From an optimization exercise on the open Yosys and OpenROAD flow, aimed at small area, a short achievable clock period and few clock cycles per item; shortcuts taken in it are not production practice.
Only simulation tests tie the RTL to the original design; equivalence was not proved.
Power figures rest on the tool's default switching activity, not on a simulated workload.

<file path="config.mk">
export PLATFORM = sky130hd
export DESIGN_NAME = grand_mulmod
export DESIGN_NICKNAME = grand_mulmod
export VERILOG_FILES = /design/flow/design.v
export SDC_FILE = /design/flow/constraint.sdc
export NUM_CORES = 4
export LEC_CHECK = 0
export CAP_MARGIN = 20
export CORE_MARGIN = 2
export CORE_UTILIZATION = 40
export SLEW_MARGIN = 20
</file>
<file path="constraint.sdc">
create_clock -name core_clock -period 14.0 [get_ports {clk}]
set_input_delay 2.8000 -clock core_clock [delete_from_list [all_inputs] [get_ports {clk}]]
set_output_delay 2.8000 -clock core_clock [all_outputs]
set_load 0.01 [all_outputs]
</file>
<file path="design.v">
module grand_mulmod (
    input  wire        clk,
    input  wire        rst,       
    input  wire        start,     
    input  wire [63:0] a,
    input  wire [63:0] s,
    input  wire [63:0] c,
    input  wire [63:0] m,
    output wire        ready,
    output reg         done,
    output reg  [63:0] result,
    output reg         split,
    output reg         err
);
    localparam [1:0] S_IDLE = 2'd0,
                     S_MUL  = 2'd1,
                     S_DIV  = 2'd2,
                     S_FIX  = 2'd3;
    reg [1:0]   state;
    reg [63:0]  op_a, op_s, op_c, op_m;
    reg [127:0] dividend;      
    reg [63:0]  rem;           
    reg [6:0]   count;
    reg         v_neg;
    reg         v_split;
    wire signed [127:0] prod = $signed(op_a) * $signed(op_s);
    wire signed [127:0] v    = prod + {{64{op_c[63]}}, op_c};
    wire        [127:0] vmag = v[127] ? (~v + 128'd1) : v;
    wire [63:0] trial = {rem[62:0], dividend[127]};
    wire        ge    = (trial >= op_m);
    wire [63:0] rem_n = ge ? (trial - op_m) : trial;
    wire m_bad = m[63] | (m == 64'd0);
    assign ready = (state == S_IDLE);
    always @(posedge clk) begin
        if (rst) begin
            state    <= S_IDLE;
            done     <= 1'b0;
            result   <= 64'd0;
            split    <= 1'b0;
            err      <= 1'b0;
            op_a     <= 64'd0;
            op_s     <= 64'd0;
            op_c     <= 64'd0;
            op_m     <= 64'd0;
            dividend <= 128'd0;
            rem      <= 64'd0;
            count    <= 7'd0;
            v_neg    <= 1'b0;
            v_split  <= 1'b0;
        end else begin
            done <= 1'b0;
            case (state)
                S_IDLE: begin
                    if (start) begin
                        if (m_bad) begin
                            err  <= 1'b1;
                            done <= 1'b1;
                        end else begin
                            op_a  <= a;
                            op_s  <= s;
                            op_c  <= c;
                            op_m  <= m;
                            state <= S_MUL;
                        end
                    end
                end
                S_MUL: begin
                    dividend <= vmag;
                    v_neg    <= v[127];
                    v_split  <= |vmag[127:53];
                    rem      <= 64'd0;
                    count    <= 7'd0;
                    state    <= S_DIV;
                end
                S_DIV: begin
                    rem      <= rem_n;
                    dividend <= {dividend[126:0], 1'b0};
                    count    <= count + 7'd1;
                    if (count == 7'd127)
                        state <= S_FIX;
                end
                S_FIX: begin
                    result <= (v_neg && rem != 64'd0) ? (op_m - rem) : rem;
                    split  <= v_split;
                    err    <= 1'b0;
                    done   <= 1'b1;
                    state  <= S_IDLE;
                end
            endcase
        end
    end
endmodule
</file>
<file path="run.sh">
#!/bin/bash
# synth_recipe.tcl (not shown) runs the flow's synth.tcl, then flattens the netlist and writes it again
# the make line also repeats each setting of config.mk as NAME=value (left out here)
make -C /OpenROAD-flow-scripts/flow DESIGN_CONFIG=/design/flow/config.mk WORK_HOME=/design/flow/orfs CLKGATE_MAP_FILE= SYNTH_SCRIPT=/design/flow/synth_recipe.tcl finish
</file>
==> impl_metrics.toml <==
[synth]
yosysMostFrequentCell = "fa_1"
yosys_warnings = 1
syn_nets = 24581
ys_top_cells_by_count = "fa_1 (4435), inv_1 (4087), nand2_1 (3249)"
synth_seq_cells = 526
synth_area_mm2 = 0.171
async_flop_share = 0
ys.flop_type = "dfxtp_1"
avgSynthCellArea_um2 = 8.88
synth_top_area_frac = 0.518
synth_top_area_cell = "fa_1"
synth_area_leaders = "fa_1 (52%), inv_1 (8.9%), nand2_1 (7.1%), and2_1 (6.5%), dfxtp_1 (6.1%)"
synth_cell_type_count = 99
synth-edff-count = 0
synthCells = 19307
yosysSeqAreaShare = 0.0614

[critical_path]
cp_slowest_cell = "dfxtp_2"
r2r_slack_ps = 490
required_ps = 14620
worstSetupStartpointType = "register"
worstSetupPathType = "reg -> reg"
r2r-start = "op_s[24]"
cpMostUsedCell = "fa_1"
worstReg2RegEnd = "v_split"
reg2regPathDepth = 35
end_kind = "register"
arrival_ps = 14120
cp_max_fo = 39
cp-startpoint = "op_s[24]"
slowest_delay_ps = 1040

[clock_tree]
cts.sinks = 526
clk_latency_ps = 850
cts_resized = 0
tritoncts = "yes"
cts_setup_buffers = 0
ctsHtreeMaxLevel = 3
path_clk_slew_ps = 60
cts_buffers = 80
clk_path_buf_depth = 4
cts_root_buf = "clkbuf_16"
cts_hold_buffers = 0

[power]
p_sw_mw = 11.7
p_int_mw = 9.00
p_leak_nw = 88.8
p_comb_frac = 0.788
cellPowerDensity_mw_per_mm2 = 113
p_sw_frac = 0.565
irDropWorstVdd_mv = 0.227
clock_power_share = 0.105
pwr-share-seq = 0.107

[placed_design]
io_buffers = 326
place_congestion = 0.932
hpwl_um = 447000
placed_cells = 24480

[hold_path]
hold_path_class = "reg -> reg"
worstHoldPathCells = 2
hold_path_end = "op_c[62]"
hold_path.startpoint = "op_c[62]"

[sta]
worst_pin_slew_ps = 1120
fin_crit_sh = 0.965
fmax_mhz = 74.0
drv_slew = 0
setup_tns_ps = 0
skew_ps = 112
min_period_ps = 13510
grt_setup_unrepaired = "false"
slew_headroom = 0.248
finalHoldViolCount = 0
setup_viol = 0

[route]
vias = 127616
drt_iter0_markers = 9480
ant_nets = 0
wl_per_cell_um = 21.3
wirelength_um = 524000
via_per_inst = 5.18
dr.pass1.iters = 8
drc = 0

[global_routing]
busiest_layer = "met2"
grt_max_degree = 102
antenna_found_initial = 20
grt_overflow_total = 0
groute.layer.met1.usage = 0.353
grtUsageMet3 = 0.0369
grt_pass1_vias = 138127
grt_use_met2 = 0.402
track_usage = 0.249
grt_pass1_wl_um = 837000

[die]
start_util = 0.401
rows = 240
die_y_um = 659
ios = 327
die_area_mm2 = 0.434
core_area_mm2 = 0.427
dieWidth_um = 659

[finish]
areaGrowthSynthToFinish_pct = 6.99
drive_gt1_frac = 0.0381
nets = 24149
final_cells = 24633

[flow_run]
drv_cap = 0

[run_status]
outcome = "no timing/DRC/antenna violations"
-- sequential cells by signal, summed over array words and instances, names as in the netlist --
| name | cells |
|---|---|
| result | 64 |
| err | 1 |
| op_m | 64 |
| count | 7 |
| op_c | 64 |
| v_neg | 1 |
| op_a | 64 |
| rem | 64 |
| op_s | 64 |
| done | 1 |
| v_split | 1 |
| split | 1 |
| state | 2 |
| dividend | 128 |
-- power groups by stage --
stage / combinational (mW) / sequential [mW] / clock (mW)
floorplan: 11.2 / 1.80 / 0
detailed placement: 16.0 / 2.24 / 0
finish: 16.3 / 2.22 / 2.17
global placement: 16.1 / 2.24 / 0
CTS: 16.3 / 2.21 / 2.25
global route: 18.0 / 2.24 / 2.29
-- layer usage --
| metal | wire length, um | part of all wire |
|---|---|---|
| met2 | 241000 | 0.46 |
| met3 | 36700 | 0.070 |
| met5 | 92 | 0.00018 |
| met4 | 15100 | 0.029 |
| met1 | 231000 | 0.44 |
-- how the worst max path moves through the flow --
| stage | endpoint | slack [ps] | cells after the start |
|---|---|---|---|
| floorplan | v_split | 1100 | 38 |
| global placement | v_split | 770 | 36 |
| detailed placement | v_split | 770 | 35 |
| CTS | v_split | 620 | 35 |
| global route | v_split | 50 | 36 |
| finish | v_split | 490 | 35 |
-- metrics by stage --
stage / hold WS (ps) / utilization / total power, mW / setup slack [ps] / cell area (um^2)
floorplan: 438 / - / 13.0 / 1100 / 171000
global placement: 452 / 0.423 / 18.3 / 768 / 181000
detailed placement: 455 / 0.423 / 18.3 / 772 / 181000
CTS: 464 / 0.429 / 20.7 / 624 / 183000
global route: 486 / 0.430 / 22.6 / 53.1 / 183000
finish: 459 / 0.430 / 20.7 / 492 / 183000
-- layout make-up --
class                      instances  area, um^2
tap                             5687        7120
clock buffer                      97        2200
multi-input combinational      13487      141000
fill                           42360      244000
inverter                        4088       15300
timing repair buffer             692        6430
sequential                       526       10700
clock inverter                    44         482
antenna                           12        30.0
-- cell families after synthesis --
kind of cell,count (synthesis),share of synthesized area
muxes,190,0.0112
AOI/OAI and AO/OA,1741,0.0632
adders and majority gates,5015,0.560
and+or+nand+nor,6214,0.171
DFF,526,0.0614
buffers and inverters,5294,0.116
xor gates and xnor gates,327,0.0167
-- critical path, delay by kind of cell, from the launching register on --
| family | cells | cell delay [ps] |
|---|---|---|
| flip-flops | 1 | 1040 |
| buffers and inverters | 5 | 800 |
| AND/OR/NAND/NOR | 8 | 2810 |
| AO/OA/AOI/OAI | 11 | 2980 |
| adder cells (fa/ha/maj) | 11 | 5570 |
-- layout by cell type, fill, tap and decap left out, types with 45 or more instances in the layout --
cell type        instances
o21ai_0                365
dfxtp_1                398
buf_4                  333
or3_1                   48
clkbuf_16               82
inv_1                 4085
xor2_1                 104
ha_1                   577
and2_1                1792
nor2_1                 563
o211ai_1                67
nand3_1                 75
clkdlybuf4s50_1        325
nand4_1                 99
a211oi_1                52
o21bai_1                52
o21a_1                  45
dfxtp_2                128
xnor2_1                223
nand2_1               3248
a21o_1                 156
fa_1                  4433
nand2b_1                58
nor4_1                  64
a21oi_1                660
nor3_1                  95
mux2i_1                179
Testbench counts, summed over its fixed seeds: cycles 419,208, ops 3,200.

==> separate check: timing with driven ports <==
In the flow no input, the clock included, has a driving cell. The finished layout below was timed again as built, in two steps. Step 1: set_driving_cell puts a clkbuf_16 on clk and a buf_2 on each other input, an assumption about the parent block. Step 2 times the ports against the registers' clock, not the clock port: input delays grow and output delays shrink by t, the midpoint of the rising clock arrivals with the driver on. a / b / c = no drivers / after step 1 / after step 2; a / b = the first two.
t (ns): 0.883
setup slack, ns: 0.492 / 0.492 / 0.492
hold WS [ns]: 0.459 / 0.459 / 0.459
latest minus earliest clock arrival (ns): 0.112 / 0.112
worst register clock-pin slew, ns: 0.07 / 0.07
After both steps setup and hold are still met in this run. The setup slack of this run moves by 0.000 ns with the drivers and by 0.000 ns with both steps.
